What follows belongs to an exercise in optimizing a design on an open flow for small area, a short achievable clock period and few clock cycles per item; a production flow would make more cautious choices. Function not checked in this run: the RTL went through the layout flow alone. Power figures rest on the tool's default switching activity, not on a simulated workload.

--- flow/run.sh ---
#!/bin/bash
# synth_recipe.tcl (not shown) runs the flow's synth.tcl, then flattens the netlist and writes it again
# the make line also repeats each setting of config.mk as NAME=value (left out here)
make -C /OpenROAD-flow-scripts/flow DESIGN_CONFIG=/design/flow/config.mk WORK_HOME=/design/flow/orfs CLKGATE_MAP_FILE= SYNTH_SCRIPT=/design/flow/synth_recipe.tcl finish
--- flow/config.mk ---
export PLATFORM = sky130hd
export DESIGN_NAME = bfc_bitbuf
export DESIGN_NICKNAME = bfc_bitbuf
export VERILOG_FILES = /design/flow/design.v
export SDC_FILE = /design/flow/constraint.sdc
export NUM_CORES = 4
export LEC_CHECK = 0
export ABC_AREA = 1
export CAP_MARGIN = 20
export CORE_MARGIN = 2
export CORE_UTILIZATION = 40
export SLEW_MARGIN = 20
--- flow/constraint.sdc ---
create_clock -name core_clock -period 12.0 [get_ports {clk}]
set_input_delay 2.4000 -clock core_clock [delete_from_list [all_inputs] [get_ports {clk}]]
set_output_delay 2.4000 -clock core_clock [all_outputs]
set_load 0.01 [all_outputs]
--- flow/design.v ---
module bfc_bitbuf (
    input  wire        clk,
    input  wire        rst,           
    input  wire        cmd_valid,
    output wire        cmd_ready,
    input  wire [31:0] cmd_hdr,
    input  wire [63:0] cmd_a0,
    output wire        rsp_valid,
    input  wire        rsp_ready,
    output wire [7:0]  rsp_status,
    output wire [63:0] rsp_r0
);
    localparam [7:0] ST_OK       = 8'h00;
    localparam [7:0] ST_ABSENT   = 8'h11;
    localparam [7:0] ST_WIDTH    = 8'h12;
    localparam [7:0] ST_GRAN     = 8'h14;
    localparam [7:0] ST_BELOW    = 8'h15;
    localparam [7:0] ST_INUSE    = 8'h17;
    localparam [7:0] ST_CAPACITY = 8'h20;
    localparam [7:0] ST_ALLOC    = 8'h30;
    localparam [7:0] ST_ILLEGAL  = 8'h61;
    reg  [1:0]   valid;
    reg  [8:0]   bc0, bc1;
    reg  [8:0]   cur0, cur1;
    reg  [255:0] mem0, mem1;         
    reg          s1_valid;
    reg  [7:0]   s1_st;
    reg  [8:0]   s1_r0s;             
    reg          s1_rd;              
    reg          s1_wr;              
    reg          s1_se;              
    reg          s1_slot;
    reg          s1_msby;
    reg          s1_msbi;
    reg  [7:0]   s1_c;               
    reg  [7:0]   s1_e;               
    reg  [6:0]   s1_w;
    reg  [63:0]  s1_x;               
    reg  [4:0]   s1_start;           
    reg  [5:0]   s1_zlo;             
    reg  [5:0]   s1_lo;              
    reg  [4:0]   s1_hi;
    reg          out_valid;
    reg  [7:0]   out_st;
    reg  [63:0]  out_r0;
    wire out_free = !out_valid || rsp_ready;
    wire s1_adv   = s1_valid && out_free;
    wire take     = cmd_valid && out_free;
    assign cmd_ready  = out_free;
    assign rsp_valid  = out_valid;
    assign rsp_status = out_st;
    assign rsp_r0     = out_r0;
    wire [7:0] opc      = cmd_hdr[7:0];
    wire [3:0] buf_n    = cmd_hdr[11:8];
    wire       msby     = !cmd_hdr[12];
    wire       msbi     = !cmd_hdr[13];
    wire [6:0] width    = cmd_hdr[22:16];
    wire bufhdr = (cmd_hdr[31:12] == 20'd0) && (opc[7:3] == 5'd0);
    wire codhdr = (cmd_hdr[31:23] == 9'd0) && (cmd_hdr[15:14] == 2'd0) && (opc[7:2] == 6'b000100);
    wire op_create  = bufhdr && opc[2:0] == 3'd1;
    wire op_destroy = bufhdr && opc[2:0] == 3'd2;
    wire op_bitlen  = bufhdr && opc[2:0] == 3'd3;
    wire op_pos     = bufhdr && opc[2:0] == 3'd4;
    wire op_isalign = bufhdr && opc[2:0] == 3'd5;
    wire op_align   = bufhdr && opc[2:0] == 3'd6;
    wire op_skip    = bufhdr && opc[2:0] == 3'd7;
    wire op_peek    = codhdr && opc[1:0] == 2'd0;
    wire op_read    = codhdr && opc[1:0] == 2'd1;
    wire op_write   = codhdr && opc[1:0] == 2'd2;
    wire op_field   = op_peek || op_read || op_write;
    wire legal      = op_create || op_destroy || op_bitlen || op_pos || op_isalign ||
                      op_align || op_skip || op_field;
    wire       b       = buf_n[0];
    wire       inrange = (buf_n[3:1] == 3'd0);
    wire       present = inrange && valid[b];
    function [5:0] bytes_of;     
        input [8:0] bits;
        bytes_of = {1'b0, bits[8:3]} + {5'd0, (bits[2:0] != 3'd0)};
    endfunction
    wire [8:0] rem0  = bc0 - cur0;
    wire [8:0] rem1  = bc1 - cur1;
    wire [5:0] zlo0  = bytes_of(bc0);
    wire [5:0] zlo1  = bytes_of(bc1);
    wire [8:0] bcur  = b ? bc1 : bc0;
    wire [8:0] cur   = b ? cur1 : cur0;
    wire [8:0] rem   = b ? rem1 : rem0;           
    wire [5:0] zlo   = b ? zlo1 : zlo0;
    reg  any_r, two_r;
    integer gi;
    always @* begin
        any_r = 1'b0;
        two_r = 1'b0;
        for (gi = 0; gi < 64; gi = gi + 1) begin
            two_r = two_r | (any_r & cmd_a0[gi]);
            any_r = any_r | cmd_a0[gi];
        end
    end
    wire g_pow2 = any_r && !two_r;
    wire [8:0] m9 = {|cmd_a0[63:6], |cmd_a0[63:5], |cmd_a0[63:4], |cmd_a0[63:3],
                     |cmd_a0[63:2], |cmd_a0[63:1], 3'b111};
    wire [8:0] cm       = cur | m9;               
    wire       is_alnd  = ((cur & m9) == 9'd0);
    wire [8:0] align_t  = is_alnd ? cur : (cm + 9'd1);
    wire       align_big  = !is_alnd && cm[8];
    wire       align_grow = !is_alnd && (cm >= bcur);
    wire       d_neg   = cmd_a0[63];
    wire       d_small = d_neg ? (&cmd_a0[63:9]) : ~(|cmd_a0[63:9]);
    wire [10:0] skip_s = {2'b00, cur} + {cmd_a0[9], cmd_a0[9:0]};
    wire       skip_below = d_small ? skip_s[10] : d_neg;
    wire       skip_big   = d_small ? (!skip_s[10] && skip_s[9:0] > 10'd256) : !d_neg;
    wire [8:0] skip_t   = skip_s[8:0];
    wire [8:0] skip_tm1 = cur + cmd_a0[8:0] - 9'd1;
    wire       skip_grow  = !d_neg && ({1'b0, cmd_a0[8:0]} > {1'b0, rem});
    wire cap_big = (|cmd_a0[63:6]) || (cmd_a0[5] && (|cmd_a0[4:0]));
    wire       width_ok = (width != 7'd0) && (!width[6] || width[5:0] == 6'd0);
    wire [8:0] fld_t    = cur + {2'd0, width};
    wire [8:0] fld_tm1  = cur + {2'd0, width} - 9'd1;
    wire       fld_cap  = ({2'd0, width} > rem);              
    wire       fld_big  = ({2'd0, width} > (9'd256 - cur));   
    wire create_ok  = op_create && inrange && !valid[b] && !cap_big;
    wire destroy_ok = op_destroy && present;
    wire align_ok   = op_align && present && g_pow2 && !align_big;
    wire skip_ok    = op_skip && present && !skip_below && !skip_big;
    wire rd_ok      = (op_peek || op_read) && present && width_ok && !fld_cap;
    wire wr_ok      = op_write && present && width_ok && !fld_big;
    reg [7:0] n_st;
    always @* begin
        n_st = ST_OK;
        if (!legal)
            n_st = ST_ILLEGAL;
        else if (op_create) begin
            if (!inrange)        n_st = ST_ABSENT;
            else if (valid[b])   n_st = ST_INUSE;
            else if (cap_big)    n_st = ST_ALLOC;
        end else if (!present)
            n_st = ST_ABSENT;
        else if (op_isalign || op_align) begin
            if (!g_pow2)         n_st = ST_GRAN;
            else if (op_align && align_big) n_st = ST_ALLOC;
        end else if (op_skip) begin
            if (skip_below)      n_st = ST_BELOW;
            else if (skip_big)   n_st = ST_ALLOC;
        end else if (op_field) begin
            if (!width_ok)       n_st = ST_WIDTH;
            else if (!op_write && fld_cap) n_st = ST_CAPACITY;
            else if (op_write && fld_big)  n_st = ST_ALLOC;
        end
    end
    wire [8:0] n_r0s = ({9{op_bitlen && present}} & bcur) |
                       ({9{op_pos && present}} & cur) |
                       {8'd0, op_isalign && present && g_pow2 && is_alnd};
    wire [8:0] tgt = ({9{op_align}} & align_t) | ({9{op_skip}} & skip_t) |
                     ({9{op_read || op_write}} & fld_t);
    wire cur_we = create_ok || destroy_ok || align_ok || skip_ok ||
                  ((op_read || op_write) && (rd_ok || wr_ok));
    wire grow_a = align_ok && align_grow;
    wire grow_s = skip_ok && skip_grow;
    wire grow_w = wr_ok && fld_cap;
    wire bc_we  = create_ok || destroy_ok || grow_a || grow_s || grow_w;
    wire [8:0] bc_nv = op_create ? {cmd_a0[5:0], 3'b000} : tgt;
    wire       n_se = (create_ok && cmd_a0[5:0] != 6'd0) || grow_a || grow_s || wr_ok;
    wire [5:0] n_lo = op_create ? 6'd0 : op_write ? {1'b0, cur[7:3]} : zlo;
    wire [4:0] n_hi = op_create ? (cmd_a0[4:0] - 5'd1) :
                      op_write  ? fld_tm1[7:3] :
                      op_align  ? cm[7:3] : skip_tm1[7:3];
    function [71:0] rev9;
        input [71:0] v;
        integer k;
        begin
            for (k = 0; k < 9; k = k + 1)
                rev9[8*k +: 8] = v[8*(8-k) +: 8];
        end
    endfunction
    wire [2:0] f_o  = s1_c[2:0];
    wire [2:0] f_b  = ~s1_e[2:0];                         
    wire [3:0] kk   = {1'b0, s1_e[7:3]} - {1'b0, s1_c[7:3]};
    wire       fix  = s1_msby ^ s1_msbi;
    wire [2:0] sh_s = s1_msby ? f_b : f_o;
    wire [2:0] sh_d = s1_msby ? f_o : f_b;
    wire [7:0] nbm  = s1_msby ? ~(8'hFE << s1_e[2:0]) : (8'hFF >> f_o);
    reg  [8:0] koh;
    integer kq;
    always @*
        for (kq = 0; kq < 9; kq = kq + 1)
            koh[kq] = (kk == kq);
    wire [255:0] msel = s1_slot ? mem1 : mem0;
    wire [511:0] mdbl = {msel, msel};
    wire [511:0] msh  = mdbl >> {s1_start, 3'b000};
    wire [71:0]  pold = msh[71:0];
    wire [71:0]  q    = s1_msby ? rev9(pold) : pold;
    reg  [7:0] bk_r, bkw_r;
    integer k2;
    reg  [71:0] rx;          
    always @* begin
        bk_r  = 8'd0;
        bkw_r = 8'd0;
        for (k2 = 0; k2 < 9; k2 = k2 + 1) begin
            if (koh[k2]) begin
                bk_r  = bk_r  | q[8*k2 +: 8];
                bkw_r = bkw_r | rx[8*k2 +: 8];
            end
        end
    end
    reg  [71:0] qf;
    wire [7:0]  bk_fix = bk_r >> sh_d;
    integer k3;
    always @* begin
        qf = q;
        for (k3 = 0; k3 < 9; k3 = k3 + 1)
            if (fix && koh[k3]) qf[8*k3 +: 8] = bk_fix;
    end
    wire [71:0] rsh = qf >> sh_s;
    wire [7:0]  vlo = fix ? ((qf[7:0] & nbm) | (rsh[7:0] & ~nbm)) : rsh[7:0];
    wire [63:0] wmask = (s1_w[6]) ? {64{1'b1}} : ~({64{1'b1}} << s1_w[5:0]);
    wire [63:0] rd_v  = {rsh[63:8], vlo} & wmask;
    wire [71:0] xsh = {8'd0, s1_x} << sh_s;
    always @* begin
        rx = xsh;
        if (fix) rx[7:0] = s1_x[7:0] & nbm;
    end
    reg  [71:0] rxf;
    wire [7:0]  bkw_fix = bkw_r << sh_d;
    integer k4;
    always @* begin
        rxf = rx;
        for (k4 = 0; k4 < 9; k4 = k4 + 1)
            if (fix && koh[k4]) rxf[8*k4 +: 8] = bkw_fix;
    end
    wire [71:0] pw = s1_msby ? rev9(rxf) : rxf;
    wire [8:0] kf_oh = s1_msby ? {koh[0], koh[1], koh[2], koh[3], koh[4],
                                  koh[5], koh[6], koh[7], koh[8]} : 9'd1;
    wire [8:0] kl_oh = s1_msby ? 9'h100 : koh;
    wire [7:0] m0 = s1_msbi ? (8'hFF >> f_o) : (8'hFF << f_o);
    wire [7:0] m1 = s1_msbi ? (8'hFF << f_b) : (8'hFF >> f_b);
    wire signed [6:0] zk = $signed({1'b0, s1_zlo}) -
                           (s1_msby ? ($signed({2'b0, s1_e[7:3]}) - 7'sd8) : $signed({2'b0, s1_c[7:3]}));
    reg  [71:0] fmask;
    reg  [8:0]  zfw;
    reg         inw;
    integer k5;
    always @* begin
        inw = 1'b0;
        for (k5 = 0; k5 < 9; k5 = k5 + 1) begin
            inw = inw | kf_oh[k5];
            fmask[8*k5 +: 8] = (inw ? 8'hFF : 8'h00) & (kf_oh[k5] ? m0 : 8'hFF) &
                               (kl_oh[k5] ? m1 : 8'hFF);
            inw = inw & !kl_oh[k5];
            zfw[k5] = (zk <= k5);
        end
    end
    reg  [71:0] merged;
    integer k6;
    always @* begin
        for (k6 = 0; k6 < 72; k6 = k6 + 1)
            merged[k6] = fmask[k6] ? pw[k6] : (pold[k6] & !zfw[k6/8]);
    end
    wire [71:0]  wdat = s1_wr ? merged : 72'd0;
    wire [511:0] wsh  = {440'd0, wdat} << {s1_start, 3'b000};
    wire [255:0] wd   = wsh[255:0] | wsh[511:256];
    reg [31:0] ben;
    integer k7;
    always @* begin
        for (k7 = 0; k7 < 32; k7 = k7 + 1)
            ben[k7] = s1_valid && s1_se && (k7 >= s1_lo) && (k7 <= s1_hi);
    end
    integer k8;
    always @(posedge clk) begin
        for (k8 = 0; k8 < 32; k8 = k8 + 1) begin
            if (ben[k8] && !s1_slot) mem0[8*k8 +: 8] <= wd[8*k8 +: 8];
            if (ben[k8] &&  s1_slot) mem1[8*k8 +: 8] <= wd[8*k8 +: 8];
        end
    end
    always @(posedge clk) begin
        if (rst) begin
            valid     <= 2'b00;
            bc0       <= 9'd0;
            bc1       <= 9'd0;
            cur0      <= 9'd0;
            cur1      <= 9'd0;
            s1_valid  <= 1'b0;
            out_valid <= 1'b0;
        end else begin
            if (take) begin
                if (create_ok)  valid[b] <= 1'b1;
                if (destroy_ok) valid[b] <= 1'b0;
                if (bc_we) begin
                    if (b) bc1 <= bc_nv; else bc0 <= bc_nv;
                end
                if (cur_we) begin
                    if (b) cur1 <= tgt; else cur0 <= tgt;
                end
            end
            if (take)
                s1_valid <= 1'b1;
            else if (s1_adv)
                s1_valid <= 1'b0;
            if (s1_adv)
                out_valid <= 1'b1;
            else if (rsp_ready)
                out_valid <= 1'b0;
        end
    end
    always @(posedge clk) begin
        if (take) begin
            s1_st    <= n_st;
            s1_r0s   <= n_r0s;
            s1_rd    <= rd_ok;
            s1_wr    <= wr_ok;
            s1_se    <= n_se;
            s1_slot  <= b;
            s1_msby  <= msby;
            s1_msbi  <= msbi;
            s1_c     <= cur[7:0];
            s1_e     <= fld_tm1[7:0];
            s1_w     <= width;
            s1_x     <= cmd_a0;
            s1_start <= msby ? (fld_tm1[7:3] - 5'd8) : cur[7:3];
            s1_zlo   <= zlo;
            s1_lo    <= n_lo;
            s1_hi    <= n_hi;
        end
        if (s1_adv) begin
            out_st <= s1_st;
            out_r0 <= s1_rd ? rd_v : {55'd0, s1_r0s};
        end
    end
endmodule
==> flow_metrics.py <==
metrics = {
    "synth": {
        "yosys-mux-area-fraction_pct": 0.0944,
        "ys_seq_area_share_pct": 34.9,
        "async_reset_ff_share_pct": 0,
        "synthesis.yosys.warnings": 1,
        "synthesis.area_um2": 63600,
        "synth-adder-area-share_pct": 2.16,
        "post_synth_inst_count": 9688,
        "synthDominantAreaCellType": "sky130_fd_sc_hd__edfxtp_1",
        "synth-xor-area-share_pct": 0.700,
        "synth_simple_gate_area_share_pct": 47.4,
        "synth_cell_type_count": 69,
        "synth_ff_type": "sky130_fd_sc_hd__edfxtp_1",
        "synth_top_cells_by_area": "sky130_fd_sc_hd__edfxtp_1 (34%), sky130_fd_sc_hd__nand3_1 (23%), sky130_fd_sc_hd__nand2_1 (17%), sky130_fd_sc_hd__nor2_1 (4.0%), sky130_fd_sc_hd__inv_1 (2.4%)",
        "combinational_family_with_the_most_area_after_synthesis": "simple AND/OR/NAND/NOR gates",
        "synth-compound-area-share_pct": 7.92,
        "synth_edf_count": 712,
        "synth_top_area_share_pct": 33.6,
        "synth.avg_cell_area_um2": 6.57,
        "synth_seq_cells": 752,
    },
    "grt": {
        "globalRoute.totalOverflow": 0,
        "grt_start_max_net_pins": 195,
        "grt_first_pass_wirelength_um": 486000,
        "grt_antenna_before_repair": 22,
        "grt_use_met1_pct": 52.9,
        "use_met2_pct": 62.2,
        "met3_usage_pct": 10.8,
        "grt_busiest_layer": "met2",
        "grtUsageTotal_pct": 41.5,
        "grt_pass1_vias": 66700,
    },
    "detailed_routing": {
        "vias": 73400,
        "first_pass_iters": 9,
        "via_per_inst": 6.32,
        "post_drt_wl_per_cell_um": 30.1,
        "detail_route.iter0.violations": 10600,
        "routed_wl_um": 349000,
        "route.antenna.remaining_nets": 0,
        "detail_route.drc_violations": 0,
    },
    "run_status": {
        "run_status": "timing/DRC/antenna clean",
    },
    "placement": {
        "detailed_place.area_um2": 66900,
        "routabilityCongestion": 1.06,
        "dp.final_hpwl_um": 260000,
        "io_buffer_count": 171,
    },
    "clocking": {
        "worstSkewPairLatency_ns": 0.78,
        "ctsHoldBuffers": 0,
        "numClockSinks": 752,
        "ctsHtreeMaxLevel": 3,
        "clock-root-buffer": "sky130_fd_sc_hd__clkbuf_16",
        "tritoncts": "yes",
        "path_clk_slew_ns": 0.06,
        "cts_buffer_depth": 3,
        "cts-buffers-inserted": 88,
        "number_of_gates_resized_after_cts": 0,
        "post-cts-setup-buffer-count": 0,
    },
    "timing": {
        "finalHoldViolations": 0,
        "timing.final.setup_violations": 0,
        "post-route-min-period_ns": 7.28,
        "tns_ns": 0,
        "max-slew-margin-rel_pct": 11.9,
        "finalClockSkew_ns": 0.0737,
        "rsz_0062_raised_after_global_routing": "no",
        "tightestPinTransition_ns": 1.31,
        "period_share_pct": 60.7,
        "final_report_max_slew_violation_count": 0,
        "max_clock_freq_mhz": 137,
    },
    "pwr": {
        "max-vdd-ir-drop_mv": 0.124,
        "cellLeakagePower_uw": 0.0297,
        "fin_total_pwr_uw": 10600,
        "power.density_nw_per_um2": 151,
    },
    "layout": {
        "design.final.nets": 9663,
        "final_layout_size_suffix_gt1_share_pct": 5.17,
        "area_overhead_vs_synth_pct": 9.87,
        "finalInstanceArea_um2": 69900,
    },
    "critical_path": {
        "critPathRequiredTime_ns": 12.57,
        "worstSetupPathType": "flop to flop",
        "timing.reg2reg.setup_slack_ns": 4.72,
        "path_common_cell": "sky130_fd_sc_hd__nand2_1",
        "worst-path-buf-inv": 5,
        "worst_setup_path_start_kind": "flop",
        "crit_path_max_incr_delay_ns": 0.85,
        "critical_path.reg2reg.startpoint": "s1_slot",
        "timing.critical_path.from": "s1_slot",
        "type_of_element_capturing_the_critical_path": "flop",
        "crit_path_top_delay_cell": "sky130_fd_sc_hd__buf_4",
        "cp_max_fo": 65,
        "cp_data_arrival_time_ns": 7.85,
        "worst_path_dominant_cell_family": "buffers and inverters",
    },
    "worst_hold_path": {
        "min_from": "s1_st[6]",
        "worst_hold_path_type": "flop to flop",
    },
    "die": {
        "pin_count": 174,
        "die-width_um": 403,
        "placementRows": 146,
        "fp.dieArea_um2": 162000,
        "floorplan.core_area_um2": 158000,
        "initial_core_util_pct": 40.2,
        "die_h_um": 403,
    },
    "flow_run": {
        "drv_cap": 0,
    },
}
## where the power goes
part,internal [uW],total (uW),leakage [uW],switching (uW)
clock,1610,2850,0.00144,1240
combinational,1100,4690,0.0214,3590
sequential,2980,3030,0.00687,52.4
## synth_stat cells (22+ instances only)
library cell and number:
sky130_fd_sc_hd__nand4_1 133, sky130_fd_sc_hd__a21oi_1 234, sky130_fd_sc_hd__xor2_1 37, sky130_fd_sc_hd__clkbuf_1 283, sky130_fd_sc_hd__o22ai_1 24, sky130_fd_sc_hd__nor2_2 23
sky130_fd_sc_hd__nor2_1 675, sky130_fd_sc_hd__o211ai_1 54, sky130_fd_sc_hd__inv_1 401, sky130_fd_sc_hd__o21ai_1 230, sky130_fd_sc_hd__inv_2 51, sky130_fd_sc_hd__nor3_1 47
sky130_fd_sc_hd__edfxtp_1 712, sky130_fd_sc_hd__ha_1 100, sky130_fd_sc_hd__o21ai_0 212, sky130_fd_sc_hd__dfxtp_1 40, sky130_fd_sc_hd__nand2_1 2803, sky130_fd_sc_hd__buf_1 206
sky130_fd_sc_hd__or2_2 26, sky130_fd_sc_hd__and2_1 29, sky130_fd_sc_hd__nand3_1 2949, sky130_fd_sc_hd__buf_4 22, sky130_fd_sc_hd__buf_2 124
## kinds of logic after synthesis
group / Yosys count
AOI/OAI and AO/OA: 895
muxes: 6
adders and majority gates: 106
other: 1
buffers and inverters: 1100
xor gates and xnor gates: 50
DFF: 752
and+or+nand+nor: 6778
## registers in the layout, summed over array words and instances (netlist names), 5 cells and up, named ones only
signal and flops:
cur0 9, bc1 9, s1_lo 6, out_st 6, bc0 9, s1_c 8
out_r0 64, s1_r0s 9, s1_hi 5, s1_x 64, s1_zlo 6, s1_w 7
s1_start 5, mem1 256, cur1 9, s1_st 6, s1_e 8, mem0 256
## final timing paths
check / end / cells past startpoint
setup / recovery: out_r0[62] / 26
hold / removal: out_st[6] / 0
setup reg to reg: out_r0[62] / 26
hold reg to reg: out_st[6] / 0
## layout make-up
cell class | count | area (um2)
clock buffer | 101 | 2270
timing repair buffer | 315 | 2920
sequential | 752 | 22200
multi-input combinational | 7837 | 37400
antenna | 11 | 27.5
fill | 16700 | 88300
inverter | 463 | 1790
clock inverter | 59 | 722
tap | 2072 | 2590
## metrics by stage
step	instances	worst slack (ns)	utilization [%]	hold slack [ns]
after floorplan	9689	6.11	-	0.400
after global placement	11400	4.66	42.2	0.402
after detailed placement	11400	4.49	42.3	0.406
after CTS	11600	5.02	44.2	0.420
after global routing	11600	4.32	44.2	0.427
final	11600	4.72	44.2	0.421
## metal layers
layer,vias up,part of all wire [%]
met3,1027,11
met2,4423,43
met4,16,7.5
met1,34900,39
li1,33000,-
met5,-,0.033
## layout by cell type, fill, tap and decap left out, types with 18 or more instances in the layout
cell type	instances
sky130_fd_sc_hd__nand4_1	133
sky130_fd_sc_hd__or2_2	26
sky130_fd_sc_hd__a21o_1	18
sky130_fd_sc_hd__clkdlybuf4s50_1	170
sky130_fd_sc_hd__xor2_1	37
sky130_fd_sc_hd__clkinv_2	18
sky130_fd_sc_hd__edfxtp_1	712
sky130_fd_sc_hd__o211ai_1	54
sky130_fd_sc_hd__nor2_2	64
sky130_fd_sc_hd__nor3_1	47
sky130_fd_sc_hd__o22ai_1	24
sky130_fd_sc_hd__dfxtp_1	40
sky130_fd_sc_hd__nand2_1	2802
sky130_fd_sc_hd__a21oi_1	234
sky130_fd_sc_hd__ha_1	100
sky130_fd_sc_hd__o21ai_0	212
sky130_fd_sc_hd__nor2_1	610
sky130_fd_sc_hd__inv_1	398
sky130_fd_sc_hd__o21ai_1	227
sky130_fd_sc_hd__and2_1	29
sky130_fd_sc_hd__clkinv_1	24
sky130_fd_sc_hd__inv_2	44
sky130_fd_sc_hd__clkbuf_16	89
sky130_fd_sc_hd__buf_4	133
sky130_fd_sc_hd__nor2_4	31
sky130_fd_sc_hd__nand3_1	2949
sky130_fd_sc_hd__nor4_1	21

[afterwards: timing with drivers on the ports]
The results above use ideal ports. As a check the final layout listed here was re-extracted and re-timed, cells and wires unchanged.
Step 1: set_driving_cell puts a clkbuf_16 on clk and a buf_2 on each other input, an assumption about the parent block.
Step 2, shift: input delay + t, output delay - t, t = (earliest + latest rising clock arrival at the registers) / 2. This alone moves slack from input paths to output paths.
a / b / c = ideal ports / drivers / drivers and shift; a / b = the first two.
t (ns): 0.835
setup WS [ns]: 4.719 / 4.719 / 4.420
worst setup path at the end: input to register
latest minus earliest clock arrival (ns): 0.074 / 0.074
worst register clock-pin slew, ns: 0.07 / 0.07
After both steps setup and hold are still met in this run. For this run, drivers alone change the setup slack by 0.000 ns; drivers and shift together by -0.299 ns.
